Context: an optimization exercise on an open-source flow, tuned for small area. The choices shown serve that exercise and are no tape-out recipe. Where RTL was checked, it was by simulation tests only, not by an equivalence proof against the original. Only the layout flow was run in run 6; the RTL was not checked for function there. Power is estimated from default activity; no workload was simulated.

$ cat flow/config.mk
export PLATFORM = sky130hd
export DESIGN_NAME = srvmux
export DESIGN_NICKNAME = srvmux
export VERILOG_FILES = /design/flow/design.v
export SDC_FILE = /design/flow/constraint.sdc
export NUM_CORES = 4
export LEC_CHECK = 0
export CAP_MARGIN = 20
export CELL_PAD_IN_SITES_DETAIL_PLACEMENT = 0
export CELL_PAD_IN_SITES_GLOBAL_PLACEMENT = 0
export CORE_MARGIN = 2
export CORE_UTILIZATION = 62
export PLACE_DENSITY = 0.8
export SLEW_MARGIN = 20
$ cat flow/constraint.sdc
create_clock -name core_clock -period 12.0 [get_ports {clk}]
set_input_delay 2.4000 -clock core_clock [delete_from_list [all_inputs] [get_ports {clk}]]
set_output_delay 2.4000 -clock core_clock [all_outputs]
set_load 0.01 [all_outputs]
$ cat flow/design.v
module srvmux (
    input  wire        clk,
    input  wire        rst,           
    input  wire        tick,
    input  wire        cmd_valid,
    input  wire [47:0] cmd,
    output reg         resp_valid,
    output wire [39:0] resp,
    output wire        servo_out,
    output wire [3:0]  addr,
    output wire        step_out,
    output reg         ev_step_fire,
    output reg         ev_step_wrap,
    output reg         ev_div,
    output reg         ev_mux,
    output wire        ev_wdt
);
    localparam [10:0] PW_RESET_E = 11'd988;      
    localparam [11:0] SC_ZERO    = 12'd3584;     
    reg [175:0] pw;           
    reg [3:0]   idx;
    reg [10:0]  pulse;        
    reg [11:0]  sc;           
    reg [15:0]  tcnt;
    reg [15:0]  ocr_s;
    reg [31:0]  rem;
    reg         step_en;
    reg         deferred;
    reg         in_step;
    reg [12:0]  ocr_d;        
    reg         div_en;
    reg [3:0]   cnt_ms;
    reg [4:0]   cnt_10ms;
    reg [1:0]   cnt_250ms;
    reg         f10ms;
    reg         f250ms;
    reg         f1s;
    reg [1:0]   r_st;
    reg [15:0]  r_dat;        
    reg         r_rem;        
    assign servo_out = (sc != {1'b0, pulse});
    assign addr      = idx;
    assign step_out  = in_step;
    assign ev_wdt    = ev_div | ev_mux;
    assign resp      = {6'd0, r_st, r_rem ? (rem[31:16] + {15'd0, ev_step_wrap}) : 16'd0, r_dat};
    wire [7:0]  op  = cmd[47:40];
    wire [7:0]  sel = cmd[39:32];
    wire [31:0] imm = cmd[31:0];
    wire sel_z = (sel == 8'd0);
    wire imm_z = (imm == 32'd0);
    wire sel_lo = (sel[7:4] == 4'd0);
    wire is_setpw = cmd_valid && (op == 8'h01);
    wire is_getpw = cmd_valid && (op == 8'h02);
    wire is_arm   = cmd_valid && (op == 8'h03);
    wire is_stop  = cmd_valid && (op == 8'h04);
    wire is_tst   = cmd_valid && (op == 8'h05);
    wire is_rdreg = cmd_valid && (op == 8'h06);
    wire is_done  = cmd_valid && (op == 8'h07);
    wire imm_ok = (imm[31:12] == 20'd0) && (imm[11:0] >= 12'd600) && (imm[11:0] < 12'd2400);
    wire do_setpw = is_setpw && sel_lo && imm_ok;
    wire do_arm   = is_arm && sel_z;
    wire do_stop  = is_stop && sel_z && imm_z;
    wire do_tst   = is_tst && imm_z && (sel <= 8'd2);
    wire do_done  = is_done && sel_z && imm_z && in_step;
    reg [1:0] st;
    always @(*) begin
        st = 2'd0;
        case (op)
            8'h01: st = (sel_lo && imm_ok) ? 2'd0 : 2'd2;
            8'h02: st = !imm_z ? 2'd1 : (sel_lo ? 2'd0 : 2'd2);
            8'h03: st = sel_z ? 2'd0 : 2'd1;
            8'h04: st = (sel_z && imm_z) ? 2'd0 : 2'd1;
            8'h05: st = !imm_z ? 2'd1 : ((sel <= 8'd2) ? 2'd0 : 2'd2);
            8'h06: st = !imm_z ? 2'd1 : ((sel <= 8'h1E) ? 2'd0 : 2'd2);
            8'h07: st = !(sel_z && imm_z) ? 2'd1 : (in_step ? 2'd0 : 2'd3);
            default: st = 2'd1;
        endcase
    end
    wire [3:0]  idx1     = idx + 4'd1;
    reg  [10:0] pw_sel;
    reg  [10:0] pw_nx;
    integer k;
    always @(*) begin
        pw_sel = 11'd0;
        pw_nx  = 11'd0;
        for (k = 0; k < 16; k = k + 1) begin
            pw_sel = pw_sel | (pw[11*k +: 11] & {11{sel[3:0] == k[3:0]}});
            pw_nx  = pw_nx  | (pw[11*k +: 11] & {11{idx1 == k[3:0]}});
        end
    end
    wire [11:0] rd_m   = sel[4] ? ((sel[3:0] == 4'h3) ? sc : {1'b0, pulse}) : {1'b0, pw_sel};
    wire [11:0] rd_dec = {rd_m[11:9] + 3'd1, rd_m[8:0]} + {11'd0, (sel[4:0] == 5'h11)};
    reg [31:0] reg_value;
    always @(*) begin
        reg_value = 32'd0;
        if (!sel[4]) reg_value = {20'd0, rd_dec};
        else begin
            case (sel[3:0])
                4'h0: reg_value = {28'd0, idx};
                4'h1, 4'h2, 4'h3: reg_value = {20'd0, rd_dec};
                4'h4: reg_value = {16'd0, tcnt};
                4'h5: reg_value = {16'd0, ocr_s};
                4'h6: reg_value = rem;
                4'h7: reg_value = {29'd0, in_step, deferred, step_en};
                4'h8: reg_value = {16'd0, ocr_d, 3'd0};
                4'h9: reg_value = {31'd0, div_en};
                4'hA: reg_value = {28'd0, cnt_ms};
                4'hB: reg_value = {27'd0, cnt_10ms};
                4'hC: reg_value = {30'd0, cnt_250ms};
                4'hD: reg_value = {29'd0, f1s, f250ms, f10ms};
                4'hE: reg_value = {24'd0, idx, 2'b00, step_out, servo_out};
                default: reg_value = 32'd0;
            endcase
        end
    end
    reg [31:0] dat;
    always @(*) begin
        dat = 32'd0;
        if (op == 8'h02 && imm_z && sel_lo) dat = {20'd0, rd_dec};
        else if (op == 8'h05 && imm_z && sel <= 8'd2)
            dat = {31'd0, sel[1] ? f1s : (sel[0] ? f250ms : f10ms)};
        else if (op == 8'h06 && imm_z && sel[7:5] == 3'd0) dat = reg_value;
    end
    wire        imm_small = (imm[31:5] == 27'd0) && (imm[4:0] < 5'd17);
    wire [15:0] d_hi = imm[31:16];
    wire [15:0] d_lo = imm_small ? 16'd17 : imm[15:0];
    wire        rem_z = (rem == 32'd0);
    wire [15:0] base = rem_z ? tcnt : ocr_s;
    wire        arm  = do_arm && !imm_z;
    wire        armz = do_arm && imm_z;
    wire [15:0] v_hi = arm ? d_hi : rem[31:16];
    wire [15:0] v_lo = arm ? d_lo : rem[15:0];
    wire        h0 = (v_hi == 16'd0);
    wire        h1 = (v_hi == 16'd1);
    wire        h2 = (v_hi == 16'd2);
    wire        lt = (v_lo < 16'd10000);
    reg         c_step_en, c_deferred, c_in_step, c_div_en;
    always @(*) begin
        c_step_en  = step_en;
        c_deferred = deferred;
        c_in_step  = in_step;
        c_div_en   = div_en;
        if (do_arm) begin
            c_div_en   = 1'b1;
            c_step_en  = 1'b0;
            c_deferred = !imm_z;
        end
        if (do_stop) begin
            c_step_en  = 1'b0;
            c_deferred = 1'b0;
            c_div_en   = 1'b0;
        end
        if (do_done) begin
            c_in_step = 1'b0;
            if (deferred) begin
                c_step_en  = 1'b1;
                c_deferred = 1'b0;
            end
        end
    end
    wire [15:0] t_tcnt = tcnt + 16'd1;
    wire        commit = c_deferred && !c_in_step;
    wire        t_en   = tick && (c_step_en || commit);
    wire        eq_o   = (t_tcnt == ocr_s);
    wire        eq_b   = ((tcnt + 16'd10001) == ocr_s);
    wire        t_wrap = t_en && !h0 && (arm ? (!rem_z && ((h1 && lt) ? eq_b : eq_o)) : eq_o);
    wire        x_lo   = t_wrap ? h1 : (arm && h0);
    wire        x_k    = t_wrap ? (h2 && lt) : (arm && h1 && lt);
    wire [15:0] x      = x_lo ? v_lo : (x_k ? 16'd55536 : 16'd0);
    wire [15:0] sum    = (arm ? base : ocr_s) + x;
    wire        t_fire = t_en && h0 && (t_tcnt == sum);
    wire        add10k = t_wrap ? (lt && ((h1 && arm) || h2)) : (arm && h1 && lt);
    wire [14:0] p10k   = v_lo[13:0] + 15'd10000;
    wire [15:0] c_ocr_s = (arm || t_wrap) ? sum : ocr_s;
    wire [31:0] c_rem;
    assign c_rem[31:16] = armz ? 16'd0 : (v_hi - {15'd0, t_wrap});
    assign c_rem[15:0]  = armz ? 16'd0 : (add10k ? {1'b0, p10k} : v_lo);
    wire        d_match = tick && c_div_en && (t_tcnt == {ocr_d, 3'd0});
    reg [15:0]  n_tcnt;
    reg [15:0]  n_ocr_s;
    reg [31:0]  n_rem;
    reg         n_step_en, n_deferred, n_in_step;
    reg [12:0]  n_ocr_d;
    reg [3:0]   n_cnt_ms;
    reg [4:0]   n_cnt_10ms;
    reg [1:0]   n_cnt_250ms;
    reg         n_f10ms, n_f250ms, n_f1s;
    always @(*) begin
        n_tcnt      = tick ? t_tcnt : tcnt;
        n_ocr_s     = c_ocr_s;
        n_rem       = c_rem;
        n_step_en   = tick ? ((c_step_en || commit) && !t_fire) : c_step_en;
        n_deferred  = tick ? (c_deferred && c_in_step) : c_deferred;
        n_in_step   = c_in_step || t_fire;
        n_ocr_d     = ocr_d;
        n_cnt_ms    = cnt_ms;
        n_cnt_10ms  = cnt_10ms;
        n_cnt_250ms = cnt_250ms;
        n_f10ms     = f10ms;
        n_f250ms    = f250ms;
        n_f1s       = f1s;
        if (do_tst) begin
            if (sel[1]) n_f1s = 1'b0;
            else if (sel[0]) n_f250ms = 1'b0;
            else n_f10ms = 1'b0;
        end
        if (d_match) begin
            n_ocr_d  = ocr_d + 13'd125;
            n_cnt_ms = cnt_ms + 4'd1;
            if (cnt_ms == 4'd9) begin
                n_cnt_ms   = 4'd0;
                n_f10ms    = 1'b1;
                n_cnt_10ms = cnt_10ms + 5'd1;
                if (cnt_10ms == 5'd24) begin
                    n_cnt_10ms  = 5'd0;
                    n_f250ms    = 1'b1;
                    n_cnt_250ms = cnt_250ms + 2'd1;
                    if (cnt_250ms == 2'd3) n_f1s = 1'b1;
                end
            end
        end
    end
    wire        boundary = tick && (sc == {1'b0, pulse});
    wire [10:0] pw_imm   = {imm[10:9] - 2'd1, imm[8:0]};
    wire [10:0] pw_next  = (do_setpw && sel[3:0] == idx1) ? pw_imm : pw_nx;
    wire [10:0] pw_wd = rst ? PW_RESET_E : pw_imm;
    integer i;
    always @(posedge clk) begin
        for (i = 0; i < 16; i = i + 1)
            if (rst || (do_setpw && sel[3:0] == i[3:0]))
                pw[11*i +: 11] <= pw_wd;
    end
    always @(posedge clk) begin
        if (rst) begin
            idx          <= 4'd0;
            pulse        <= PW_RESET_E;
            sc           <= SC_ZERO;
            tcnt         <= 16'd0;
            ocr_s        <= 16'd0;
            rem          <= 32'd0;
            step_en      <= 1'b0;
            deferred     <= 1'b0;
            in_step      <= 1'b0;
            ocr_d        <= 13'd125;
            div_en       <= 1'b1;
            cnt_ms       <= 4'd0;
            cnt_10ms     <= 5'd0;
            cnt_250ms    <= 2'd0;
            f10ms        <= 1'b0;
            f250ms       <= 1'b0;
            f1s          <= 1'b0;
            resp_valid   <= 1'b0;
            ev_step_fire <= 1'b0;
            ev_step_wrap <= 1'b0;
            ev_div       <= 1'b0;
            ev_mux       <= 1'b0;
        end else begin
            if (boundary) begin
                idx   <= idx1;
                pulse <= pw_next;
                sc    <= SC_ZERO;
            end else if (tick) begin
                sc    <= sc + 12'd1;
            end
            tcnt         <= n_tcnt;
            ocr_s        <= n_ocr_s;
            rem          <= n_rem;
            step_en      <= n_step_en;
            deferred     <= n_deferred;
            in_step      <= n_in_step;
            ocr_d        <= n_ocr_d;
            div_en       <= c_div_en;
            cnt_ms       <= n_cnt_ms;
            cnt_10ms     <= n_cnt_10ms;
            cnt_250ms    <= n_cnt_250ms;
            f10ms        <= n_f10ms;
            f250ms       <= n_f250ms;
            f1s          <= n_f1s;
            resp_valid   <= cmd_valid;
            ev_step_fire <= t_fire;
            ev_step_wrap <= t_wrap;
            ev_div       <= d_match;
            ev_mux       <= boundary;
        end
        r_st  <= st;
        r_dat <= dat[15:0];
        r_rem <= (op == 8'h06) && imm_z && (sel == 8'h16);
    end
endmodule
$ cat flow/flow/run.sh
#!/bin/bash
# Own layout flow: the standard flow (standard.sh), with
#  - ABC's mapping script replaced by an area-oriented one (flow/area.abc);
#    registers, their names and their cells are those of the standard synthesis
#  - no fixed adder-cell mapping before ABC (ADDER_MAP_FILE empty)
#  - port buffers of the smallest buffer cell
#  - CTS without dummy loads
# Each tool writes its own log under orfs/logs; make's output goes to flow.log.
set -euo pipefail
here=$PWD
{
  echo 'proc abc {args} {'
  echo '  set i [lsearch -exact $args -script]'
  echo "  if {\$i >= 0} { set args [lreplace \$args \$i [expr {\$i+1}] -script $here/flow/area.abc] }"
  echo '  yosys abc {*}$args'
  echo '}'
  cat synth_recipe.tcl
} > my_synth.tcl
sed "s#SYNTH_SCRIPT=[^ ]*#SYNTH_SCRIPT=$here/my_synth.tcl#" standard.sh > my_standard.sh
export ADDER_MAP_FILE=
export BUFFER_PORTS_ARGS="-buffer_cell sky130_fd_sc_hd__buf_1"
export CTS_ARGS="-sink_clustering_enable -repair_clock_nets -dont_use_dummy_load -buf_list {sky130_fd_sc_hd__clkbuf_4} -sink_clustering_size 8 -sink_clustering_max_diameter 50"
bash my_standard.sh > flow.log 2>&1
$ cat flow/flow/area.abc
strash
ifraig
dc2
dch -f
amap
strash
dc2
dch -f
amap
strash
dc2
dch -f
amap
&get -n
&st
&dch -f
&nf -R 1000 -C 32
&put
$ cat flow/standard.sh
#!/bin/bash
# synth_recipe.tcl (not shown) runs the flow's synth.tcl, then flattens the netlist and writes it again
# the make line also repeats each setting of config.mk as NAME=value (left out here)
make -C /OpenROAD-flow-scripts/flow DESIGN_CONFIG=/design/flow/config.mk WORK_HOME=/design/flow/orfs CLKGATE_MAP_FILE= SYNTH_SCRIPT=/design/flow/synth_recipe.tcl "${@:-finish}"
==> results of run 1 <==
## state kept, by name, summed over array words and instances, names as in the netlist, 2 cells and up
name / count
ocr_d: 13
pw: 176
r_st: 2
r_dat: 16
rem: 32
tcnt: 16
cnt_250ms: 2
sc: 12
cnt_10ms: 5
idx: 4
ocr_s: 16
pulse: 11
cnt_ms: 4
## synth_stat cells (4+ instances only)
master | n | area share
a31oi_1 | 10 | 0.0039
nor2_1 | 133 | 0.031
nor4_1 | 25 | 0.0097
o21a_1 | 10 | 0.0047
a32oi_1 | 5 | 0.0027
and2_0 | 13 | 0.0050
a31o_1 | 6 | 0.0033
nor3_1 | 42 | 0.013
o31ai_1 | 7 | 0.0033
nand2b_1 | 38 | 0.015
edfxtp_1 | 176 | 0.33
o32ai_1 | 4 | 0.0022
a211oi_1 | 20 | 0.0093
a21oi_1 | 91 | 0.028
a22o_1 | 7 | 0.0038
a222oi_1 | 90 | 0.056
a21o_1 | 22 | 0.010
a221oi_1 | 23 | 0.013
xnor2_1 | 65 | 0.035
o211ai_1 | 8 | 0.0037
or2_0 | 22 | 0.0085
dfxtp_1 | 146 | 0.18
nand2_1 | 145 | 0.034
clkinv_1 | 39 | 0.0091
mux2i_1 | 30 | 0.019
mux2_1 | 13 | 0.0091
nand3_1 | 45 | 0.014
a22oi_1 | 45 | 0.021
or3_1 | 10 | 0.0039
o2111ai_1 | 5 | 0.0027
xor2_1 | 45 | 0.024
o22ai_1 | 7 | 0.0027
o21ai_0 | 50 | 0.016
nor3b_1 | 9 | 0.0042
nor2b_1 | 22 | 0.0085
and3_1 | 31 | 0.012
a2111oi_0 | 5 | 0.0027
nand4_1 | 43 | 0.017
buf_4 | 6 | 0.0028
maj3_1 | 9 | 0.0056
## cell families (layout without fill, tap and decap cells)
logic type | count (synthesis) | in the layout | share of synthesized area
fa+ha+maj | 9 | 9 | 0.00559
other cells | 1 | 7 | 0.000233
flops | 322 | 322 | 0.510
xor+xnor | 110 | 110 | 0.0598
buf+inv | 45 | 232 | 0.0119
simple gates | 595 | 595 | 0.185
compound gates | 437 | 437 | 0.201
mux | 43 | 43 | 0.0277
## cells in the final DEF, fill, tap and decap left out, types with 7 or more instances in the layout
master,Yosys,layout
a31oi_1,10,10
nand2_1,145,144
a222oi_1,90,90
nor4_1,25,23
a21o_1,22,22
o22ai_1,7,7
nor3_1,42,41
o211ai_1,8,8
maj3_2,0,9
nand3_1,45,45
a21oi_1,91,90
nand2b_1,38,38
clkinv_1,39,39
a22o_1,7,7
nor3b_1,9,8
or3_1,10,8
nor2_1,133,128
xor2_1,45,45
buf_4,6,48
or2_0,22,22
o21a_1,10,10
nand4_1,43,43
mux2_1,13,13
nor2b_1,22,22
a22oi_1,45,45
buf_1,0,94
edfxtp_1,176,176
clkbuf_4,0,49
o21ai_0,50,48
and2_0,13,13
dfxtp_1,146,146
a221oi_1,23,23
xnor2_1,65,65
mux2i_1,30,30
and3_1,31,31
a211oi_1,20,20
## area by class of cell
cell class                      instances  area (sq um)
Clock buffer                           48           360
Tap cell                              330           413
Antenna cell                            1          2.50
Fill cell                            1961          7620
Multi-Input combinational cell       1200          7850
Timing Repair Buffer                  145           731
Inverter                               39           146
Sequential cell                       322          8210
## worst min-delay path, cell delays in order (launching register included)
cell,delay [ns]
dfxtp_1,0.31
clkinv_1,0.07
a32oi_1,0.06
## metal layers
metal	track usage	routed length, um	vias up
met5	0	27	-
met4	0.272	4540	4
met3	0.107	8480	355
met2	0.630	24600	1375
met1	0.531	19600	7062
li1	-	-	6561
## worst min-delay path by stage
stage                         from   endpoint  slack [ns]  cells past startpoint
after detailed placement   rem[12]  r_dat[12]        0.47                      2
after global placement     rem[12]  r_dat[12]        0.46                      2
final                     pulse[6]   pulse[6]        0.48                      2
after global routing       rem[12]  r_dat[12]        0.51                      2
after CTS                  rem[13]  r_dat[13]        0.49                      2
after floorplan            rem[12]  r_dat[12]        0.44                      2
## power breakdown
part,switching (mW),total (mW),internal [mW]
combinational,0.118,0.164,0.0466
sequential,0.0384,1.26,1.22
clock,0.364,0.547,0.183
## through the flow
step,instance area [sq um],instances,hold slack [ns],utilization
finish,17700,2085,0.483,0.699
global route,17700,2085,0.506,0.699
CTS,17700,2084,0.487,0.699
detailed placement,17300,2036,0.473,0.685
global placement,17300,2035,0.461,0.685
floorplan,16200,1567,0.443,-
==> flow_metrics.env, run 1 <==
export IMPL_setup_worst_path_end="step_en"
export IMPL_die_area_sq_um=27300
export IMPL_tritoncts_clock_tree="built"
export IMPL_setup_tns_final_ns=0
export IMPL_final_number_of_setup_violating_endpoints=0
export IMPL_detail_route_first_pass_iterations=13
export IMPL_rsz_0062_raised_after_global_routing="false"
export IMPL_clk_insertion_delay_late_ns=0.74
export IMPL_post_route_min_period_ns=11.21
export IMPL_crit_fanout=17
export IMPL_async_flop_share=0
export IMPL_cp_slowest_cell="or4_1"
export IMPL_cts_setup_buffers=0
export IMPL_timing_critical_path_to_type="flop"
export IMPL_post_route_cells_drive_above_1_share=0.0730
export IMPL_yosys_cell_types_count=66
export IMPL_io_buffers=97
export IMPL_vias=15400
export IMPL_slew_viol_final=0
export IMPL_final_global_route_overflow_total=0
export IMPL_floorplan_rows=58
export IMPL_critical_path_n_buffers_inverters=4
export IMPL_post_synth_cell_area_avg_sq_um=10.3
export IMPL_synth_seq_area_share=0.510
export IMPL_worst_path_stages=41
export IMPL_drt_drc_violations_left=0
export IMPL_area_delta_synth_final_pct=9.95
export IMPL_yosys_register_bits=322
export IMPL_grt_max_degree=67
export IMPL_cp_arrival_ns=11.72
export IMPL_chipHeight_um=165
export IMPL_hpwl_um=38700
export IMPL_maxSlewHeadroom=0.146
export IMPL_gpl_final_weighted_congestion=1.06
export IMPL_synth_ff_type="edfxtp_1"
export IMPL_cp_data_required_time_ns=12.51
export IMPL_least_setup_slack_across_all_paths_after_layout_ns=0.788
export IMPL_critPathKind="input port to flop"
export IMPL_layout_nets=1808
export IMPL_postCtsHoldBufs=0
export IMPL_timing_hold_violations_final=0
export IMPL_ff_to_ff_path_depth=39
export IMPL_regToRegEndpoint="step_en"
export IMPL_worst_r2r_startpoint="tcnt[0]"
export IMPL_tritoncts_num_buffers=48
export IMPL_worst_ir_drop_vdd_v=0.0000906
export IMPL_effective_utilization_at_floorplan=0.636
export IMPL_most_repeated_library_cell_on_the_critical_path="maj3_2"
export IMPL_fin_total_pwr_mw=1.97
export IMPL_clock_h_tree_levels=2
export IMPL_first_pass_grt_wire_length_um=84200
export IMPL_worst_hold_path_type="flop to flop"
export IMPL_grt_pass1_vias=14300
export IMPL_pin_count=104
export IMPL_clock_path_buffers=3
export IMPL_worst_slew_pin_transition_ns=1.27
export IMPL_antenna_left=0
export IMPL_synth_edff_count=176
export IMPL_post_drt_via_cell_ratio=7.37
export IMPL_critPathLaunch="cmd[25]"
export IMPL_post_drt_wl_per_cell_um=27.5
export IMPL_clk_pin_slew_ns=0.10
export IMPL_detail_route_iter0_violations=3382
export IMPL_grt_antenna_before_repair=1
export IMPL_post_route_period_util=0.934
export IMPL_wl_um=57300
export IMPL_cts_root_buf="clkbuf_4"
export IMPL_worst_clock_skew_ns=0.0967
export IMPL_cellPowerDensity_nw_per_um2=111
export IMPL_max_freq_mhz=89.2
export IMPL_leakagePower_nw=6.18
export IMPL_fp_dieW_um=165
export IMPL_synth_cell_area_sq_um=16100
export IMPL_cpLargestDelayFamily="simple AND/OR/NAND/NOR gates"
export IMPL_critical_path_startpoint_type="input port"
export IMPL_grt_use_total=0.416
export IMPL_post_cts_resize_count=0
export IMPL_pre_cts_ws_ns=0.297
export IMPL_core_area_sq_um=25300
export IMPL_critPathMaxStageDelay_ns=0.63
export IMPL_clock_sink_count=322
export IMPL_synth_cells=1562
export IMPL_run_status="timing/DRC/antenna clean"
export IMPL_rrSetupSlack_ns=3.00
export IMPL_ys_warnings_count=1
export IMPL_maxCapViolations=0
==> run 2: changes to the inputs <==
==> flow/flow/area.abc (replaced) <==
strash
ifraig
dc2
dch -f
amap
strash
dc2
dch -f
amap
strash
dc2
dch -f
amap
&get -n
&st
&dch -f
&nf -R 1000 -C 32 -F 8 -A 8
&put
==> run 2 against run 1 <==
Effect of this change:
- still clean
- non-clock buffer count is 2 lower
- combinational power hardly changed
- sequential share of layout area unchanged
- global-route usage increased by 0.16 points
- clock skew rose by 0.028 ns
- clock power about the same
- worst setup slack better by 0.035 ns
- wire length about the same
- hold slack improved by 0.012 ns
- clock-buffer cell count is the same
- synthesized cell count down 1.2%
- critical endpoint unchanged
- highest routed layer is now met4
==> flow_metrics.env, run 2 <==
export IMPL_clock_path_buffers=3
export IMPL_rsz_0062_raised_after_global_routing="false"
export IMPL_synth_edff_count=176
export IMPL_cp_slowest_cell="or4_1"
export IMPL_least_setup_slack_across_all_paths_after_layout_ns=0.823
export IMPL_area_delta_synth_final_pct=10.4
export IMPL_multi_input_area_sq_um=7880
export IMPL_clock_h_tree_levels=2
export IMPL_post_route_period_util=0.931
export IMPL_synth_largest_area_cell="edfxtp_1"
export IMPL_final_global_route_overflow_total=0
export IMPL_clock_sink_count=322
export IMPL_first_pass_grt_wire_length_um=83800
export IMPL_regMostFlops="pw"
export IMPL_grt_use_total=0.418
export IMPL_synth_seq_area_share=0.512
export IMPL_finalInstanceArea_sq_um=17700
export IMPL_register_area_sq_um=8210
export IMPL_detail_route_iter0_violations=3391
export IMPL_grt_pass1_vias=14400
export IMPL_part_of_the_power_in_combinational_logic=0.083
export IMPL_hpwl_um=38900
export IMPL_critPathLaunch="cmd[20]"
export IMPL_regs_by_ff_count="pw: 176 flops, rem: 32 flops"
export IMPL_critical_path_startpoint_type="input port"
export IMPL_switching_share=0.263
export IMPL_synth_cells=1543
export IMPL_rrSetupSlack_ns=3.09
export IMPL_pin_count=104
export IMPL_critical_path_n_buffers_inverters=2
export IMPL_worst_clock_skew_ns=0.125
export IMPL_synth_ff_type="edfxtp_1"
export IMPL_intPower_mw=1.45
export IMPL_fp_dieW_um=165
export IMPL_cts_setup_buffers=0
export IMPL_crit_fanout=17
export IMPL_clock_power_share=0.277
export IMPL_yosys_cell_types_count=64
export IMPL_critPathMaxStageDelay_ns=0.64
export IMPL_die_area_sq_um=27200
export IMPL_post_cts_resize_count=0
export IMPL_critPathKind="input port to flop"
export IMPL_synth_top_cell_area_share=0.330
export IMPL_max_freq_mhz=89.5
export IMPL_tritoncts_num_buffers=48
export IMPL_synth_cell_area_sq_um=16000
export IMPL_maxSlewHeadroom=0.104
export IMPL_yosys_top_cells_count="edfxtp_1 (176), dfxtp_1 (146), nand2_1 (144)"
export IMPL_worst_path_stages=38
export IMPL_floorplan_rows=58
export IMPL_most_common_cell_in_the_netlist="edfxtp_1"
export IMPL_maxCapViolations=0
export IMPL_post_drt_via_cell_ratio=7.37
export IMPL_grt_antenna_before_repair=3
export IMPL_leakagePower_nw=6.16
export IMPL_ff_to_ff_path_depth=34
export IMPL_grt_max_degree=65
export IMPL_worst_ir_drop_vdd_v=0.000106
export IMPL_postPlaceCellArea_sq_um=17300
export IMPL_detail_route_first_pass_iterations=10
export IMPL_slew_viol_final=0
export IMPL_count_of_filler_cells_inserted_in_the_layout=1992
export IMPL_run_status="timing/DRC/antenna clean"
export IMPL_post_drt_wl_per_cell_um=27.7
export IMPL_worst_hold_path_type="flop to flop"
export IMPL_io_buffers=97
export IMPL_cpLargestDelayFamily="simple AND/OR/NAND/NOR gates"
export IMPL_antenna_left=0
export IMPL_layout_nets=1787
export IMPL_regToRegEndpoint="step_en"
export IMPL_vias=15200
export IMPL_core_area_sq_um=25300
export IMPL_setup_worst_path_end="step_en"
export IMPL_seq_power_share=0.640
export IMPL_most_frequent_cells_in_the_layout="edfxtp_1 (176), dfxtp_1 (146), nand2_1 (143)"
export IMPL_post_route_cells_drive_above_1_share=0.0750
export IMPL_timing_critical_path_to_type="flop"
export IMPL_chipHeight_um=165
export IMPL_most_repeated_library_cell_on_the_critical_path="maj3_2"
export IMPL_worst_slew_pin_transition_ns=1.33
export IMPL_pre_cts_ws_ns=0.305
export IMPL_timing_hold_violations_final=0
export IMPL_wl_um=57200
export IMPL_ys_warnings_count=1
export IMPL_worst_r2r_startpoint="tcnt[0]"
export IMPL_number_of_flip_flops_under_the_largest_register_name=176
export IMPL_post_route_min_period_ns=11.18
export IMPL_postCtsHoldBufs=0
export IMPL_async_flop_share=0
export IMPL_yosys_register_bits=322
export IMPL_clk_insertion_delay_late_ns=0.75
export IMPL_effective_utilization_at_floorplan=0.633
export IMPL_power_switching_mw=0.518
export IMPL_post_synth_cell_area_avg_sq_um=10.4
export IMPL_cts_root_buf="clkbuf_4"
export IMPL_tritoncts_clock_tree="built"
export IMPL_drt_drc_violations_left=0
export IMPL_final_number_of_setup_violating_endpoints=0
export IMPL_setup_tns_final_ns=0
export IMPL_gpl_final_weighted_congestion=1.06
export IMPL_synth_top_cells_by_area="edfxtp_1 (33%), dfxtp_1 (18%), a222oi_1 (5.7%)"
export IMPL_cp_arrival_ns=11.72
export IMPL_cp_data_required_time_ns=12.54
export IMPL_cellPowerDensity_nw_per_um2=111
export IMPL_clk_pin_slew_ns=0.10
export IMPL_final_common_cell="edfxtp_1"
run 2: changes by cell type after synthesis, moves of 4 or more:
cell,delta
nand2b_1,-15
clkinv_1,-5
o21ai_0,+6
nor2_1,-11
a211oi_1,-4
and3_1,-4
nor4b_1,+5
run 2: layer usage:
| layer | part of all wire | GRT usage | vias up | wire length (um) |
|---|---|---|---|---|
| li1 | - | - | 6535 | - |
| met1 | 0.34 | 0.505 | 7018 | 19300 |
| met4 | 0.086 | 0.294 | 0 | 4940 |
| met2 | 0.44 | 0.652 | 1293 | 25100 |
| met5 | 0 | 0 | - | 0 |
| met3 | 0.14 | 0.112 | 379 | 7900 |
run 2: cells by family after synthesis:
group,after synthesis,synth area share
AND/OR/NAND/NOR,568,0.177
adder cells (fa/ha/maj),8,0.00499
other,1,0.000234
multiplexers,43,0.0278
AO/OA/AOI/OAI,448,0.206
XOR/XNOR,113,0.0617
flip-flops,322,0.512
buffers and inverters,40,0.0108
run 2: through the flow:
step	util	hold slack, ns	cells	power (mW)
finish	0.699	0.495	2065	1.97
global route	0.699	0.516	2064	2.02
CTS	0.699	0.486	2063	1.95
detailed placement	0.685	0.475	2015	1.44
global placement	0.685	0.469	2015	1.43
floorplan	-	0.443	1548	1.35
run 2: layout make-up:
cell class                 count  share of cell area
inverter                      34             0.00721
sequential                   322               0.464
tap                          330              0.0233
multi-input combinational   1186               0.445
antenna                        2            0.000283
timing repair buffer         143              0.0403
clock buffer                  48              0.0203
run 2: worst min-delay path by stage:
| stage | from | to | slack, ns | cells after the start |
|---|---|---|---|---|
| floorplan | rem[12] | r_dat[12] | 0.44 | 2 |
| global placement | pulse[8] | pulse[8] | 0.47 | 2 |
| detailed placement | pulse[8] | pulse[8] | 0.47 | 2 |
| CTS | rem[12] | r_dat[12] | 0.49 | 2 |
| global route | rem[12] | r_dat[12] | 0.52 | 2 |
| finish | pulse[8] | pulse[8] | 0.49 | 2 |
run 2: worst reg2reg max path, delay by kind of cell, from the launching register on:
kind | cells | cell delay (ns)
and+or+nand+nor | 11 | 2.88
DFF | 1 | 0.61
adders and majority gates | 8 | 2.26
AOI/OAI and AO/OA | 12 | 2.18
xor gates and xnor gates | 3 | 0.90
run 2: power groups by stage:
stage | logic [mW] | clock network [mW] | registers (mW)
5_1_grt | 0.170 | 0.587 | 1.26
3_5_place_dp | 0.154 | 0 | 1.28
4_1_cts | 0.155 | 0.542 | 1.26
6_report | 0.163 | 0.545 | 1.26
3_3_place_gp | 0.151 | 0 | 1.28
2_1_floorplan | 0.0855 | 0 | 1.27
==> run 3: changes to the inputs <==
--- a/flow/flow/run.sh
+++ b/flow/flow/run.sh
@@ -20,4 +20,4 @@
 export ADDER_MAP_FILE=
 export BUFFER_PORTS_ARGS="-buffer_cell sky130_fd_sc_hd__buf_1"
-export CTS_ARGS="-sink_clustering_enable -repair_clock_nets -dont_use_dummy_load -buf_list {sky130_fd_sc_hd__clkbuf_4} -sink_clustering_size 8 -sink_clustering_max_diameter 50"
+export CTS_ARGS="-sink_clustering_enable -repair_clock_nets -dont_use_dummy_load -buf_list {sky130_fd_sc_hd__clkbuf_4} -sink_clustering_size 10 -sink_clustering_max_diameter 40"
 bash my_standard.sh > flow.log 2>&1
==> flow/flow/area.abc (replaced) <==
strash
ifraig
dc2
dch -f
amap
strash
dc2
dch -f
amap
strash
dc2
dch -f
amap
&get -n
&st
&dch -f
&nf -R 1000 -C 32
&put
==> run 3 against run 2 <==
Effect of this change:
- first-iteration DRC count shrank 3.1%
- worst setup slack got worse by 0.027 ns
- hold slack lost 0.011 ns
- sequential share of layout area increased by 0.059 points
- maximum frequency decreased by 0.24%
- largest cell class unchanged
- still clean on timing, DRC and antenna
- clock-buffer cell count shrank 3
- critical endpoint unchanged
- highest routed layer unchanged
- critical path type unchanged
==> flow_metrics.env, run 3 <==
export IMPL_pin_count=104
export IMPL_worst_clock_skew_ns=0.0912
export IMPL_critical_path_startpoint_type="input port"
export IMPL_synth_seq_area_share=0.510
export IMPL_drt_drc_violations_left=0
export IMPL_cp_data_required_time_ns=12.54
export IMPL_grt_max_degree=67
export IMPL_synth_top_cell_area_share=0.328
export IMPL_synth_cell_area_sq_um=16100
export IMPL_setup_tns_final_ns=0
export IMPL_post_drt_wl_per_cell_um=27.4
export IMPL_most_common_cell_in_the_netlist="edfxtp_1"
export IMPL_clock_sink_count=322
export IMPL_cp_arrival_ns=11.74
export IMPL_worst_hold_path_type="flop to flop"
export IMPL_synth_top_cells_by_area="edfxtp_1 (33%), dfxtp_1 (18%), a222oi_1 (5.6%)"
export IMPL_yosys_register_bits=322
export IMPL_run_status="timing/DRC/antenna clean"
export IMPL_met3_routed_wl_um=8650
export IMPL_holdPathStages=2
export IMPL_maxCapViolations=0
export IMPL_final_global_route_overflow_total=0
export IMPL_grt_antenna_before_repair=2
export IMPL_most_repeated_library_cell_on_the_critical_path="maj3_2"
export IMPL_post_synth_cell_area_avg_sq_um=10.3
export IMPL_io_buffers=97
export IMPL_postPlaceCellArea_sq_um=17300
export IMPL_finalHoldWorstSlack_ns=0.483
export IMPL_rsz_0062_raised_after_global_routing="false"
export IMPL_timing_critical_path_to_type="flop"
export IMPL_finalInstanceArea_sq_um=17700
export IMPL_yosys_cell_types_count=66
export IMPL_worst_ir_drop_vdd_v=0.000105
export IMPL_ff_to_ff_path_depth=39
export IMPL_core_area_sq_um=25300
export IMPL_detail_route_iter0_violations=3285
export IMPL_post_route_min_period_ns=11.20
export IMPL_number_of_flip_flops_under_the_largest_register_name=176
export IMPL_post_cts_resize_count=0
export IMPL_effective_utilization_at_floorplan=0.636
export IMPL_clock_h_tree_levels=2
export IMPL_most_frequent_cells_in_the_layout="edfxtp_1 (176), dfxtp_1 (146), nand2_1 (144)"
export IMPL_maxSlewHeadroom=0.146
export IMPL_fin_total_pwr_mw=1.94
export IMPL_wl_um=56900
export IMPL_vias=15300
export IMPL_max_used_layer="met4"
export IMPL_first_pass_grt_wire_length_um=83600
export IMPL_clk_pin_slew_ns=0.10
export IMPL_clk_insertion_delay_late_ns=0.74
export IMPL_final_common_cell="edfxtp_1"
export IMPL_post_route_cells_drive_above_1_share=0.0714
export IMPL_critPathKind="input port to flop"
export IMPL_max_freq_mhz=89.3
export IMPL_final_number_of_setup_violating_endpoints=0
export IMPL_worstHoldEndpoint="r_dat[12]"
export IMPL_hpwl_um=38700
export IMPL_met2WireLength_um=24100
export IMPL_fp_dieW_um=165
export IMPL_slew_viol_final=0
export IMPL_die_area_sq_um=27300
export IMPL_grt_use_total=0.414
export IMPL_area_delta_synth_final_pct=9.81
export IMPL_post_route_period_util=0.934
export IMPL_regs_by_ff_count="pw: 176 flops, rem: 32 flops"
export IMPL_wl_met1_um=19400
export IMPL_worstHoldStart="rem[12]"
export IMPL_antenna_left=0
export IMPL_crit_fanout=17
export IMPL_layout_nets=1805
export IMPL_synth_largest_area_cell="edfxtp_1"
export IMPL_timing_hold_violations_final=0
export IMPL_worst_r2r_startpoint="tcnt[0]"
export IMPL_synth_edff_count=176
export IMPL_synth_ff_type="edfxtp_1"
export IMPL_cellPowerDensity_nw_per_um2=110
export IMPL_leakagePower_nw=6.17
export IMPL_synth_cells=1562
export IMPL_utilization=0.698
export IMPL_post_drt_via_cell_ratio=7.33
export IMPL_worst_slew_pin_transition_ns=1.27
export IMPL_ys_warnings_count=1
export IMPL_async_flop_share=0
export IMPL_regMostFlops="pw"
export IMPL_rrSetupSlack_ns=3.02
export IMPL_tritoncts_clock_tree="built"
export IMPL_chipHeight_um=165
export IMPL_critPathMaxStageDelay_ns=0.62
export IMPL_detail_route_first_pass_iterations=12
export IMPL_tritoncts_num_buffers=45
export IMPL_floorplan_rows=58
export IMPL_clock_path_buffers=3
export IMPL_cp_slowest_cell="or4_1"
export IMPL_cts_setup_buffers=0
export IMPL_gpl_final_weighted_congestion=1.06
export IMPL_grt_pass1_vias=14200
export IMPL_regToRegEndpoint="step_en"
export IMPL_cts_root_buf="clkbuf_4"
export IMPL_count_of_filler_cells_inserted_in_the_layout=1962
export IMPL_yosys_top_cells_count="edfxtp_1 (176), dfxtp_1 (146), nand2_1 (145)"
export IMPL_postCtsHoldBufs=0
[run 3: changes by cell type after synthesis, sizes merged, moves of 3 or more]
| cell | previous run | this run |
|---|---|---|
| a211oi | 16 | 20 |
| a31oi | 13 | 10 |
| and3 | 27 | 31 |
| clkinv | 34 | 39 |
| nand2b | 23 | 38 |
| nor2 | 122 | 133 |
| nor4 | 28 | 25 |
| nor4b | 6 | 1 |
| o21ai | 56 | 50 |
| o221ai | 6 | 3 |
| or2 | 19 | 22 |
| xnor2 | 68 | 65 |
[run 3: per-layer routing]
metal  vias up  global-route usage
met2      1337               0.621
met4         0               0.267
li1       6575                   -
met5         -                   0
met1      6981               0.521
met3       373               0.126
[run 3: cell families after synthesis]
group / count (synthesis) / synth area share
and+or+nand+nor: 595 / 0.185
AOI/OAI and AO/OA: 437 / 0.201
DFF: 322 / 0.510
xor gates and xnor gates: 110 / 0.0598
buffers and inverters: 45 / 0.0119
muxes: 43 / 0.0277
adders and majority gates: 9 / 0.00559
other: 1 / 0.000233
[run 3: how the worst max path moves through the flow]
stage,from,to,slack [ns],depth (start not counted)
floorplan,cmd[43],step_en,0.006,38
global placement,cmd[24],step_en,0.51,41
detailed placement,cmd[24],step_en,0.30,41
CTS,cmd[24],step_en,0.97,41
global route,cmd[24],step_en,0.17,41
finish,cmd[25],step_en,0.80,43
[run 3: where the power goes]
group	total, mW	switching [mW]	internal [mW]
Clock	0.519	0.347	0.172
Sequential	1.26	0.0389	1.22
Combinational	0.165	0.118	0.0466
[run 3: through the flow]
stage | worst slack [ns] | instances
final | 0.796 | 2082
after global placement | 0.509 | 2035
after CTS | 0.972 | 2081
after global routing | 0.169 | 2082
after floorplan | 0.00566 | 1567
after detailed placement | 0.297 | 2036
[run 3: worst max-delay path: cells and delay by family]
| family | cells | cell delay, ns |
|---|---|---|
| AOI/OAI and AO/OA | 9 | 1.31 |
| xor gates and xnor gates | 1 | 0.25 |
| adders and majority gates | 9 | 2.56 |
| buffers and inverters | 5 | 0.94 |
| muxes | 1 | 0.41 |
| and+or+nand+nor | 18 | 3.85 |
[run 3: layout make-up]
cell class | instances | area (sq um) | share of cell area
well taps | 330 | 413 | 0.0233
multi-input cells | 1200 | 7850 | 0.444
repair buffers | 145 | 731 | 0.0413
diodes | 1 | 2.50 | 0.000141
inverters | 39 | 146 | 0.00828
clock buffers | 45 | 338 | 0.0191
flip-flops and latches | 322 | 8210 | 0.464
==> run 4: changes to the inputs <==
--- a/flow/flow/run.sh
+++ b/flow/flow/run.sh
@@ -6,4 +6,6 @@
 #  - port buffers of the smallest buffer cell
 #  - CTS without dummy loads
+#  - the buffers that timing-driven placement inserts are removed before
+#    the post-placement repair (flow/pre_resize.tcl)
 # Each tool writes its own log under orfs/logs; make's output goes to flow.log.
 set -euo pipefail
@@ -20,4 +22,5 @@
 export ADDER_MAP_FILE=
 export BUFFER_PORTS_ARGS="-buffer_cell sky130_fd_sc_hd__buf_1"
-export CTS_ARGS="-sink_clustering_enable -repair_clock_nets -dont_use_dummy_load -buf_list {sky130_fd_sc_hd__clkbuf_4} -sink_clustering_size 10 -sink_clustering_max_diameter 40"
+export PRE_RESIZE_TCL=$here/flow/pre_resize.tcl
+export CTS_ARGS="-sink_clustering_enable -repair_clock_nets -dont_use_dummy_load -buf_list {sky130_fd_sc_hd__clkbuf_4} -sink_clustering_size 8 -sink_clustering_max_diameter 50"
 bash my_standard.sh > flow.log 2>&1
==> flow/flow/pre_resize.tcl (new file) <==
# Before the post-placement repair: take out the buffers that timing-driven
# global placement inserted (named place*), so that repair_design buffers only
# the nets that still need it. Port buffers (input*/output*) stay.
set gpl_bufs [get_cells -quiet place*]
puts "pre_resize: removing [llength $gpl_bufs] placement buffers"
if { [llength $gpl_bufs] > 0 } {
  remove_buffers $gpl_bufs
}
--- a/flow/config.mk
+++ b/flow/config.mk
@@ -8,7 +8,7 @@
 export CAP_MARGIN = 20
 export CELL_PAD_IN_SITES_DETAIL_PLACEMENT = 0
-export CELL_PAD_IN_SITES_GLOBAL_PLACEMENT = 0
+export CELL_PAD_IN_SITES_GLOBAL_PLACEMENT = 1
 export CORE_MARGIN = 2
-export CORE_UTILIZATION = 62
-export PLACE_DENSITY = 0.8
+export CORE_UTILIZATION = 50
+export PLACE_DENSITY = 0.65
 export SLEW_MARGIN = 20
==> run 4 against run 3 <==
Effect of this change:
- first-iteration DRC count decreased by 29%
- critical path type unchanged
- sequential cell count stayed put
- critical path depth down 1
- global-route usage fell by 6.1 points
- register-to-register slack better by 0.19 ns
- hold slack got worse by 0.00077 ns
- clock-buffer cell count rose by 4
- maximum frequency fell by 1.3%
==> flow_metrics.env, run 4 <==
export IMPL_post_synth_cell_area_avg_sq_um=10.3
export IMPL_regs_by_ff_count="pw: 176 flops, rem: 32 flops"
export IMPL_worstHoldEndpoint="pulse[9]"
export IMPL_hpwl_um=42800
export IMPL_detail_route_first_pass_iterations=9
export IMPL_synth_ff_type="edfxtp_1"
export IMPL_most_frequent_cells_in_the_layout="edfxtp_1 (176), dfxtp_1 (146), nand2_1 (144)"
export IMPL_yosys_top_cells_count="edfxtp_1 (176), dfxtp_1 (146), nand2_1 (145)"
export IMPL_clk_pin_slew_ns=0.09
export IMPL_holdPathStages=2
export IMPL_synth_seq_area_share=0.510
export IMPL_post_route_period_util=0.946
export IMPL_cts_root_buf="clkbuf_4"
export IMPL_die_area_sq_um=33700
export IMPL_synth_top_cell_area_share=0.328
export IMPL_pin_count=104
export IMPL_setup_tns_final_ns=0
export IMPL_postCtsHoldBufs=0
export IMPL_worst_slew_pin_transition_ns=1.18
export IMPL_worst_r2r_startpoint="tcnt[0]"
export IMPL_maxSlewHeadroom=0.205
export IMPL_critPathKind="input port to flop"
export IMPL_critPathMaxStageDelay_ns=0.62
export IMPL_grt_max_degree=96
export IMPL_leakagePower_nw=6.03
export IMPL_clk_insertion_delay_late_ns=0.83
export IMPL_max_freq_mhz=88.1
export IMPL_final_number_of_setup_violating_endpoints=0
export IMPL_synth_edff_count=176
export IMPL_post_drt_via_cell_ratio=6.99
export IMPL_grt_use_total=0.353
export IMPL_timing_critical_path_to_type="flop"
export IMPL_yosys_cell_types_count=66
export IMPL_rsz_0062_raised_after_global_routing="false"
export IMPL_worst_clock_skew_ns=0.104
export IMPL_worst_ir_drop_vdd_v=0.000103
export IMPL_worstHoldStart="pulse[9]"
export IMPL_first_pass_grt_wire_length_um=86900
export IMPL_most_common_cell_in_the_netlist="edfxtp_1"
export IMPL_area_delta_synth_final_pct=9.31
export IMPL_slew_viol_final=0
export IMPL_number_of_flip_flops_under_the_largest_register_name=176
export IMPL_post_route_cells_drive_above_1_share=0.0830
export IMPL_fp_dieW_um=183
export IMPL_postPlaceCellArea_sq_um=17200
export IMPL_tritoncts_clock_tree="built"
export IMPL_final_instance_count_excl_fill=2043
export IMPL_grt_pass1_vias=13500
export IMPL_finalInstanceArea_sq_um=17600
export IMPL_tritoncts_num_buffers=49
export IMPL_synth_top_cells_by_area="edfxtp_1 (33%), dfxtp_1 (18%), a222oi_1 (5.6%)"
export IMPL_core_area_sq_um=31600
export IMPL_worst_hold_path_type="flop to flop"
export IMPL_run_status="timing/DRC/antenna clean"
export IMPL_crit_fanout=19
export IMPL_clock_sink_count=322
export IMPL_floorplan_rows=65
export IMPL_synth_largest_area_cell="edfxtp_1"
export IMPL_yosys_register_bits=322
export IMPL_synth_cells=1562
export IMPL_timing_hold_violations_final=0
export IMPL_wl_um=60300
export IMPL_async_flop_share=0
export IMPL_effective_utilization_at_floorplan=0.509
export IMPL_post_route_min_period_ns=11.35
export IMPL_vias=14300
export IMPL_detail_route_iter0_violations=2331
export IMPL_regMostFlops="pw"
export IMPL_most_repeated_library_cell_on_the_critical_path="maj3_2"
export IMPL_drt_drc_violations_left=0
export IMPL_gpl_final_weighted_congestion=1.03
export IMPL_final_global_route_overflow_total=0
export IMPL_io_buffers=97
export IMPL_cp_arrival_ns=12.05
export IMPL_grt_antenna_before_repair=1
export IMPL_maxCapViolations=0
export IMPL_ff_to_ff_path_depth=39
export IMPL_layout_nets=1693
export IMPL_critical_path_startpoint_type="input port"
export IMPL_cp_data_required_time_ns=12.71
export IMPL_place_detailed_instances=1988
export IMPL_post_drt_wl_per_cell_um=29.5
export IMPL_synth_cell_area_sq_um=16100
export IMPL_utilization=0.556
export IMPL_ys_warnings_count=1
export IMPL_chipHeight_um=183
export IMPL_clock_h_tree_levels=2
export IMPL_rrSetupSlack_ns=3.21
export IMPL_regToRegEndpoint="in_step"
export IMPL_clock_path_buffers=3
export IMPL_cp_slowest_cell="or4_1"
export IMPL_final_common_cell="edfxtp_1"
export IMPL_cellPowerDensity_nw_per_um2=111
export IMPL_antenna_left=0
[run 4: report_power, final]
part,switching (mW),internal (mW)
logic,0.0967,0.0438
clock network,0.376,0.186
registers,0.0372,1.22
total,0.510,1.45
[run 4: worst max-delay path by stage]
stage	startpoint	endpoint
after floorplan	cmd[43]	step_en
after global placement	cmd[20]	step_en
after detailed placement	cmd[20]	in_step
after CTS	cmd[20]	in_step
after global routing	cmd[28]	in_step
final	cmd[20]	in_step
[run 4: layout make-up]
class | instances | area (sq um)
Antenna cell | 2 | 5.00
Clock buffer | 49 | 368
Fill cell | 2799 | 14000
Inverter | 39 | 146
Multi-Input combinational cell | 1200 | 7980
Sequential cell | 322 | 8210
Tap cell | 402 | 503
Timing Repair Buffer | 29 | 392
[run 4: cells by family (layout without fill, tap and decap cells)]
| group | after synthesis | after routing | synth area share |
|---|---|---|---|
| buffers and inverters | 45 | 117 | 0.0119 |
| AO/OA/AOI/OAI | 437 | 437 | 0.201 |
| adder cells (fa/ha/maj) | 9 | 9 | 0.00559 |
| AND/OR/NAND/NOR | 595 | 595 | 0.185 |
| other | 1 | 8 | 0.000233 |
| XOR/XNOR | 110 | 110 | 0.0598 |
| flip-flops | 322 | 322 | 0.510 |
| multiplexers | 43 | 43 | 0.0277 |
[run 4: timing repair]
action                                  CTS  global route
hold endpoints to repair                  0             0
setup buffers                             0             3
resized for setup                         0             1
endpoints found under the setup margin    0             3
[run 4: worst max-delay path: cells and delay by family]
kind | cells | cell delay [ns]
compound gates | 8 | 1.06
xor+xnor | 1 | 0.26
mux | 1 | 0.33
buf+inv | 5 | 0.79
simple gates | 18 | 4.68
fa+ha+maj | 9 | 2.51
[run 4: routing by layer]
metal,routed length (um),track usage
met1,22000,0.426
met2,27900,0.581
met3,6510,0.0798
met4,3910,0.208
met5,0,0
[run 4: per-stage QoR]
stage / worst slack [ns] / hold WS (ns) / power (mW)
finish: 0.653 / 0.483 / 1.96
detailed placement: -0.643 / 0.472 / 1.42
global route: 0.00966 / 0.508 / 2.02
CTS: 0.177 / 0.481 / 1.96
floorplan: 0.00566 / 0.443 / 1.35
global placement: 0.368 / 0.468 / 1.44
==> run 5: changes to the inputs <==
==> flow/flow/pre_resize.tcl (replaced) <==
# Before the post-placement repair: take out the buffers that timing-driven
# global placement inserted (named place*), so that repair_design buffers only
# the nets that still need it. The port buffers (input*/output*) are kept:
# they are marked dont_touch while the others are removed.
set gpl_bufs [get_cells -quiet place*]
set port_bufs [concat [get_cells -quiet input*] [get_cells -quiet output*]]
puts "pre_resize: removing [llength $gpl_bufs] placement buffers, keeping [llength $port_bufs] port buffers"
if { [llength $gpl_bufs] > 0 } {
  set_dont_touch $port_bufs
  remove_buffers $gpl_bufs
  unset_dont_touch $port_bufs
}
==> run 5 against run 4 <==
Effect of this change:
- critical path type unchanged
- combinational power up 21%
- cell area up 2.1%
- register-to-register slack worse by 0.07 ns
- via count up 3.2%
- clock-buffer cell count down 1
- clock skew down 0.010 ns
- critical endpoint is now step_en
- area after synthesis unchanged
==> flow_metrics.env, run 5 <==
export IMPL_run_status="timing/DRC/antenna clean"
export IMPL_fin_total_pwr_mw=1.98
export IMPL_worst_r2r_startpoint="tcnt[0]"
export IMPL_worst_ir_drop_vdd_v=0.000107
export IMPL_regMostFlops="pw"
export IMPL_rsz_0062_raised_after_global_routing="false"
export IMPL_pre_cts_ws_ns=-0.753
export IMPL_clock_h_tree_levels=2
export IMPL_count_of_filler_cells_inserted_in_the_layout=2838
export IMPL_core_area_sq_um=31600
export IMPL_layout_nets=1788
export IMPL_final_common_cell="edfxtp_1"
export IMPL_ff_to_ff_path_depth=41
export IMPL_final_number_of_setup_violating_endpoints=0
export IMPL_worst_slew_pin_transition_ns=1.21
export IMPL_leakagePower_nw=6.15
export IMPL_timing_critical_path_to_type="flop"
export IMPL_wl_met1_um=22600
export IMPL_area_delta_synth_final_pct=11.6
export IMPL_post_drt_via_cell_ratio=6.90
export IMPL_hpwl_um=43000
export IMPL_post_route_period_util=0.952
export IMPL_synth_top_cells_by_area="edfxtp_1 (33%), dfxtp_1 (18%), a222oi_1 (5.6%)"
export IMPL_ys_warnings_count=1
export IMPL_grt_pass1_vias=13800
export IMPL_worstHoldStart="pulse[8]"
export IMPL_postPlaceCellArea_sq_um=17600
export IMPL_regToRegEndpoint="step_en"
export IMPL_post_synth_cell_area_avg_sq_um=10.3
export IMPL_critPathMaxStageDelay_ns=0.61
export IMPL_maxCapViolations=0
export IMPL_max_freq_mhz=87.6
export IMPL_post_route_min_period_ns=11.42
export IMPL_detail_route_iter0_violations=2296
export IMPL_cp_arrival_ns=12.03
export IMPL_grt_max_degree=96
export IMPL_antenna_left=0
export IMPL_async_flop_share=0
export IMPL_crit_fanout=19
export IMPL_fp_dieW_um=183
export IMPL_holdPathStages=2
export IMPL_worst_clock_skew_ns=0.0941
export IMPL_drt_drc_violations_left=0
export IMPL_critPathKind="input port to flop"
export IMPL_post_drt_wl_per_cell_um=28.2
export IMPL_most_common_cell_in_the_netlist="edfxtp_1"
export IMPL_cp_slowest_cell="or4_1"
export IMPL_final_global_route_overflow_total=0
export IMPL_slew_viol_final=0
export IMPL_critical_path_startpoint_type="input port"
export IMPL_synth_ff_type="edfxtp_1"
export IMPL_synth_largest_area_cell="edfxtp_1"
export IMPL_cellPowerDensity_nw_per_um2=110
export IMPL_worstHoldEndpoint="pulse[8]"
export IMPL_tritoncts_clock_tree="built"
export IMPL_io_buffers=97
export IMPL_cp_data_required_time_ns=12.61
export IMPL_detail_route_first_pass_iterations=8
export IMPL_synth_cell_area_sq_um=16100
export IMPL_most_repeated_library_cell_on_the_critical_path="maj3_2"
export IMPL_synth_cells=1562
export IMPL_vias=14700
export IMPL_finalHoldWorstSlack_ns=0.493
export IMPL_utilization=0.568
export IMPL_regs_by_ff_count="pw: 176 flops, rem: 32 flops"
export IMPL_synth_edff_count=176
export IMPL_number_of_flip_flops_under_the_largest_register_name=176
export IMPL_yosys_register_bits=322
export IMPL_clk_pin_slew_ns=0.10
export IMPL_synth_seq_area_share=0.510
export IMPL_first_pass_grt_wire_length_um=87300
export IMPL_finalInstanceArea_sq_um=18000
export IMPL_rrSetupSlack_ns=3.14
export IMPL_least_setup_slack_across_all_paths_after_layout_ns=0.581
export IMPL_multi_input_area_sq_um=7990
export IMPL_timing_hold_violations_final=0
export IMPL_post_route_cells_drive_above_1_share=0.0802
export IMPL_wl_um=60300
export IMPL_worst_hold_path_type="flop to flop"
export IMPL_grt_antenna_before_repair=1
export IMPL_chipHeight_um=183
export IMPL_synth_top_cell_area_share=0.328
export IMPL_clk_insertion_delay_late_ns=0.82
export IMPL_pin_count=104
export IMPL_floorplan_rows=65
export IMPL_grt_use_total=0.354
export IMPL_critical_path_n_buffers_inverters=6
export IMPL_tritoncts_num_buffers=48
export IMPL_yosys_top_cells_count="edfxtp_1 (176), dfxtp_1 (146), nand2_1 (145)"
export IMPL_clock_path_buffers=3
export IMPL_most_frequent_cells_in_the_layout="edfxtp_1 (176), dfxtp_1 (146), nand2_1 (144)"
export IMPL_register_area_sq_um=8210
export IMPL_cpLargestDelayFamily="simple AND/OR/NAND/NOR gates"
export IMPL_die_area_sq_um=33700
export IMPL_cts_root_buf="clkbuf_4"
export IMPL_met3_routed_wl_um=5820
export IMPL_gpl_final_weighted_congestion=1.03
export IMPL_postCtsHoldBufs=0
export IMPL_yosys_cell_types_count=66
export IMPL_effective_utilization_at_floorplan=0.509
export IMPL_clock_sink_count=322
export IMPL_max_used_layer="met4"
export IMPL_maxSlewHeadroom=0.186
export IMPL_met2WireLength_um=28100
==> run 5: cell counts after synthesis <==
No cell type changed its count.
==> run 5: area by class of cell <==
class                           instances  share of cell area
Sequential cell                       322               0.457
Antenna cell                            1            0.000139
Tap cell                              402              0.0280
Inverter                               39             0.00814
Clock buffer                           48              0.0200
Multi-Input combinational cell       1200               0.445
Timing Repair Buffer                  125              0.0427
==> run 5: metrics by stage <==
| stage | TNS [ns] | std cells |
|---|---|---|
| 2_1_floorplan | 0 | 1567 |
| 3_3_place_gp | 0 | 2113 |
| 3_5_place_dp | -2.46 | 2085 |
| 4_1_cts | 0 | 2133 |
| 5_1_grt | 0 | 2137 |
| 6_report | 0 | 2137 |
==> run 5: worst register-to-register path: cells and delay by family (launching register included) <==
family | cells | cell delay [ns]
and+or+nand+nor | 18 | 3.40
xor gates and xnor gates | 2 | 0.40
buffers and inverters | 2 | 0.21
AOI/OAI and AO/OA | 10 | 1.73
DFF | 1 | 0.48
adders and majority gates | 9 | 2.52
==> run 5: cell families (layout without fill, tap and decap cells) <==
family,after synthesis,count (layout),share of synthesized area
compound gates,437,437,0.201
xor+xnor,110,110,0.0598
fa+ha+maj,9,9,0.00559
buf+inv,45,212,0.0119
flops,322,322,0.510
mux,43,43,0.0277
other cells,1,7,0.000233
simple gates,595,595,0.185
==> run 5: per-layer routing <==
layer | up-vias | track usage
met5 | - | 0
met4 | 0 | 0.200
met3 | 218 | 0.0582
met2 | 966 | 0.588
met1 | 7022 | 0.440
li1 | 6535 | -
==> run 5: worst max-delay path by stage <==
stage | depth (start not counted) | startpoint | slack [ns] | to
2_1_floorplan | 38 | cmd[43] | 0.006 | step_en
3_3_place_gp | 41 | cmd[20] | 0.37 | step_en
3_5_place_dp | 43 | cmd[20] | -0.75 | step_en
4_1_cts | 43 | cmd[20] | 0.07 | step_en
5_1_grt | 43 | cmd[20] | 0.01 | step_en
6_report | 42 | cmd[7] | 0.58 | step_en
==> run 5: where the power goes <==
group | switching (mW) | total [mW] | internal, mW | leakage (nW)
sequential | 0.0368 | 1.26 | 1.22 | 2.91
combinational | 0.121 | 0.169 | 0.0481 | 3.02
clock | 0.365 | 0.548 | 0.183 | 0.221
total | 0.523 | 1.98 | 1.45 | 6.15
==> run 5: repair_timing <==
item / in CTS / in global routing
resized for setup: 0 / 4
endpoints found under the setup margin: 0 / 5
buffers inserted: 0 / 1
==> run 6: changes to the inputs <==
--- a/flow/design.v
+++ b/flow/design.v
@@ -127,8 +127,9 @@
     wire        rem_z = (rem == 32'd0);
     wire [15:0] base = rem_z ? tcnt : ocr_s;
+    wire        aop  = do_arm;
     wire        arm  = do_arm && !imm_z;
     wire        armz = do_arm && imm_z;
-    wire [15:0] v_hi = arm ? d_hi : rem[31:16];
-    wire [15:0] v_lo = arm ? d_lo : rem[15:0];
+    wire [15:0] v_hi = aop ? d_hi : rem[31:16];
+    wire [15:0] v_lo = aop ? d_lo : rem[15:0];
     wire        h0 = (v_hi == 16'd0);
     wire        h1 = (v_hi == 16'd1);
@@ -162,13 +163,14 @@
     wire        commit = c_deferred && !c_in_step;
     wire        t_en   = tick && (c_step_en || commit);
-    wire        eq_o   = (t_tcnt == ocr_s);
-    wire        eq_b   = ((tcnt + 16'd10001) == ocr_s);
-    wire        t_wrap = t_en && !h0 && (arm ? (!rem_z && ((h1 && lt) ? eq_b : eq_o)) : eq_o);
-    wire        x_lo   = t_wrap ? h1 : (arm && h0);
-    wire        x_k    = t_wrap ? (h2 && lt) : (arm && h1 && lt);
+    wire [15:0] dd     = t_tcnt - ocr_s;
+    wire        eq_o   = (dd == 16'd0);
+    wire        eq_b   = (dd == 16'd55536);      
+    wire        t_wrap = t_en && !h0 && (aop ? (!rem_z && ((h1 && lt) ? eq_b : eq_o)) : eq_o);
+    wire        x_lo   = t_wrap ? h1 : (aop && h0);
+    wire        x_k    = t_wrap ? (h2 && lt) : (aop && h1 && lt);
     wire [15:0] x      = x_lo ? v_lo : (x_k ? 16'd55536 : 16'd0);
-    wire [15:0] sum    = (arm ? base : ocr_s) + x;
-    wire        t_fire = t_en && h0 && (t_tcnt == sum);
-    wire        add10k = t_wrap ? (lt && ((h1 && arm) || h2)) : (arm && h1 && lt);
+    wire [15:0] sum    = (aop ? base : ocr_s) + x;
+    wire        t_fire = t_en && h0 && (aop ? (!rem_z && dd == d_lo) : eq_o);
+    wire        add10k = t_wrap ? (lt && ((h1 && aop) || h2)) : (aop && h1 && lt);
     wire [14:0] p10k   = v_lo[13:0] + 15'd10000;
     wire [15:0] c_ocr_s = (arm || t_wrap) ? sum : ocr_s;
--- a/flow/flow/run.sh
+++ b/flow/flow/run.sh
@@ -6,6 +6,4 @@
 #  - port buffers of the smallest buffer cell
 #  - CTS without dummy loads
-#  - the buffers that timing-driven placement inserts are removed before
-#    the post-placement repair (flow/pre_resize.tcl)
 # Each tool writes its own log under orfs/logs; make's output goes to flow.log.
 set -euo pipefail
@@ -22,5 +20,4 @@
 export ADDER_MAP_FILE=
 export BUFFER_PORTS_ARGS="-buffer_cell sky130_fd_sc_hd__buf_1"
-export PRE_RESIZE_TCL=$here/flow/pre_resize.tcl
 export CTS_ARGS="-sink_clustering_enable -repair_clock_nets -dont_use_dummy_load -buf_list {sky130_fd_sc_hd__clkbuf_4} -sink_clustering_size 8 -sink_clustering_max_diameter 50"
 bash my_standard.sh > flow.log 2>&1
removed: flow/flow/pre_resize.tcl
==> run 6 against run 5 <==
Effect of this change:
- still clean
- cell area up 0.44%
- via count up 1.8%
- non-clock buffer count up 20
- synthesized cell count up 3.7%
- die area up 1.2%
- clock skew down 0.024 ns
- sequential cell count unchanged
- critical path depth up 1
- global-route usage down 0.84 points
- final cell count up 5.6%
- area after synthesis up 1.2%
- critical endpoint is now ocr_s[15]
- highest routed layer unchanged
==> flow_metrics.env, run 6 <==
export IMPL_ys_warnings_count=1
export IMPL_fin_total_pwr_mw=1.99
export IMPL_yosys_register_bits=322
export IMPL_io_buffers=97
export IMPL_hpwl_um=40100
export IMPL_drt_drc_violations_left=0
export IMPL_finalInstanceArea_sq_um=18100
export IMPL_clk_pin_slew_ns=0.10
export IMPL_yosys_top_cells_count="edfxtp_1 (176), nand2_1 (175), nor2_1 (165)"
export IMPL_grt_pass1_vias=14300
export IMPL_critPathMaxStageDelay_ns=0.49
export IMPL_post_synth_cell_area_avg_sq_um=10.1
export IMPL_most_repeated_library_cell_on_the_critical_path="maj3_1"
export IMPL_final_number_of_setup_violating_endpoints=0
export IMPL_synth_largest_area_cell="edfxtp_1"
export IMPL_worstHoldStart="cnt_250ms[0]"
export IMPL_most_common_cell_in_the_netlist="edfxtp_1"
export IMPL_detail_route_iter0_violations=2358
export IMPL_post_route_min_period_ns=11.14
export IMPL_fp_dieW_um=185
export IMPL_maxCapViolations=0
export IMPL_core_area_sq_um=32300
export IMPL_critical_path_startpoint_type="flop"
export IMPL_tritoncts_clock_tree="built"
export IMPL_pin_count=104
export IMPL_timing_hold_violations_final=0
export IMPL_utilization=0.559
export IMPL_regMostFlops="pw"
export IMPL_critPathLaunch="tcnt[0]"
export IMPL_clk_insertion_delay_late_ns=0.74
export IMPL_rsz_0062_raised_after_global_routing="false"
export IMPL_setup_tns_final_ns=0
export IMPL_synth_ff_type="edfxtp_1"
export IMPL_timing_critical_path_to_type="flop"
export IMPL_first_pass_grt_wire_length_um=86900
export IMPL_count_of_filler_cells_inserted_in_the_layout=2911
export IMPL_worst_r2r_startpoint="tcnt[0]"
export IMPL_layout_nets=1868
export IMPL_clock_sink_count=322
export IMPL_cellPowerDensity_nw_per_um2=110
export IMPL_worst_path_stages=43
export IMPL_effective_utilization_at_floorplan=0.505
export IMPL_cts_setup_buffers=0
export IMPL_slew_viol_final=0
export IMPL_area_delta_synth_final_pct=10.8
export IMPL_detail_route_first_pass_iterations=9
export IMPL_crit_fanout=19
export IMPL_critical_path_n_buffers_inverters=2
export IMPL_worst_hold_path_type="flop to flop"
export IMPL_async_flop_share=0
export IMPL_yosys_cell_types_count=60
export IMPL_antenna_left=0
export IMPL_max_freq_mhz=89.8
export IMPL_regs_by_ff_count="pw: 176 flops, rem: 32 flops"
export IMPL_pre_cts_ws_ns=0.134
export IMPL_post_drt_via_cell_ratio=6.65
export IMPL_cts_root_buf="clkbuf_4"
export IMPL_tritoncts_num_buffers=50
export IMPL_most_frequent_cells_in_the_layout="edfxtp_1 (176), nand2_1 (175), nor2_1 (159)"
export IMPL_run_status="timing/DRC/antenna clean"
export IMPL_post_drt_wl_per_cell_um=26.3
export IMPL_chipHeight_um=185
export IMPL_worst_clock_skew_ns=0.0703
export IMPL_cp_arrival_ns=11.79
export IMPL_synth_edff_count=176
export IMPL_final_global_route_overflow_total=0
export IMPL_cp_data_required_time_ns=12.66
export IMPL_synth_cells=1620
export IMPL_gpl_final_weighted_congestion=0.924
export IMPL_grt_antenna_before_repair=1
export IMPL_vias=15000
export IMPL_die_area_sq_um=34100
export IMPL_worst_ir_drop_vdd_v=0.0000843
export IMPL_grt_use_total=0.346
export IMPL_critPathKind="flop to flop"
export IMPL_final_common_cell="edfxtp_1"
export IMPL_clock_h_tree_levels=2
export IMPL_leakagePower_nw=5.93
export IMPL_post_route_cells_drive_above_1_share=0.0650
export IMPL_finalHoldWorstSlack_ns=0.461
export IMPL_maxSlewHeadroom=0.180
export IMPL_clock_path_buffers=3
export IMPL_grt_max_degree=64
export IMPL_ff_to_ff_path_depth=43
export IMPL_synth_top_cells_by_area="edfxtp_1 (32%), dfxtp_1 (18%), a222oi_1 (5.4%)"
export IMPL_number_of_flip_flops_under_the_largest_register_name=176
export IMPL_post_route_period_util=0.928
export IMPL_final_instance_count_excl_fill=2257
export IMPL_postPlaceCellArea_sq_um=17700
export IMPL_cp_slowest_cell="or3b_1"
export IMPL_holdPathStages=2
export IMPL_synth_cell_area_sq_um=16300
export IMPL_place_detailed_instances=2206
export IMPL_synth_seq_area_share=0.503
export IMPL_worst_slew_pin_transition_ns=1.22
export IMPL_cpLargestDelayFamily="adder cells"
export IMPL_synth_top_cell_area_share=0.324
export IMPL_floorplan_rows=66
export IMPL_postCtsHoldBufs=0
export IMPL_least_setup_slack_across_all_paths_after_layout_ns=0.862
export IMPL_wl_um=59300
[run 6: cell types whose count changed in the layout (fill, tap and decap cells not counted), moves of 13 or more]
cell	change
a211oi_1	+17
o21ai_0	+14
nand2b_1	-18
buf_6	-13
maj3_1	+13
nor2_1	+50
buf_4	+43
nand2_1	+31
[run 6: area by class of cell]
type                            instances  area [sq um]  area share
Sequential cell                       322          8210       0.455
Multi-Input combinational cell       1260          8050       0.446
Timing Repair Buffer                  145           731      0.0405
Tap cell                              442           553      0.0306
Clock buffer                           50           375      0.0208
Inverter                               37           139     0.00769
Antenna cell                            1          2.50    0.000139
[run 6: report_power, final]
| part | internal (mW) | leakage (nW) | switching, mW |
|---|---|---|---|
| Sequential | 1.22 | 2.91 | 0.0351 |
| Clock | 0.190 | 0.230 | 0.375 |
| Combinational | 0.0450 | 2.79 | 0.121 |
[run 6: kinds of logic (layout without fill, tap and decap cells)]
group,Yosys count,after routing,synth area share
flops,322,322,0.503
xor+xnor,109,109,0.0586
fa+ha+maj,13,13,0.00798
buf+inv,43,232,0.0113
other cells,1,7,0.000230
mux,38,38,0.0234
compound gates,474,474,0.211
simple gates,620,620,0.184
[run 6: per-layer routing]
metal / global-route usage / vias up / share of wire
met1: 0.407 / 6991 / 0.37
li1: - / 6783 / -
met4: 0.205 / 0 / 0.063
met5: 0 / - / 0
met2: 0.585 / 944 / 0.47
met3: 0.0686 / 289 / 0.096
[run 6: path summary, 6_finish.rpt]
kind                   to  slack (ns)
max             ocr_s[15]        0.86
min          cnt_250ms[0]        0.46
max reg2reg     ocr_s[15]        0.86
min reg2reg  cnt_250ms[0]        0.46
[run 6: what timing repair did]
action / CTS / global route
resized for setup: 0 / 1
endpoints found under the hold margin: 0 / 0
endpoints found under the setup margin: 0 / 1
[run 6: tightest hold or removal path, stage by stage, from the launching register on]
cell	delay, ns
dfxtp_1	0.32
clkinv_1	0.05
a21oi_1	0.05
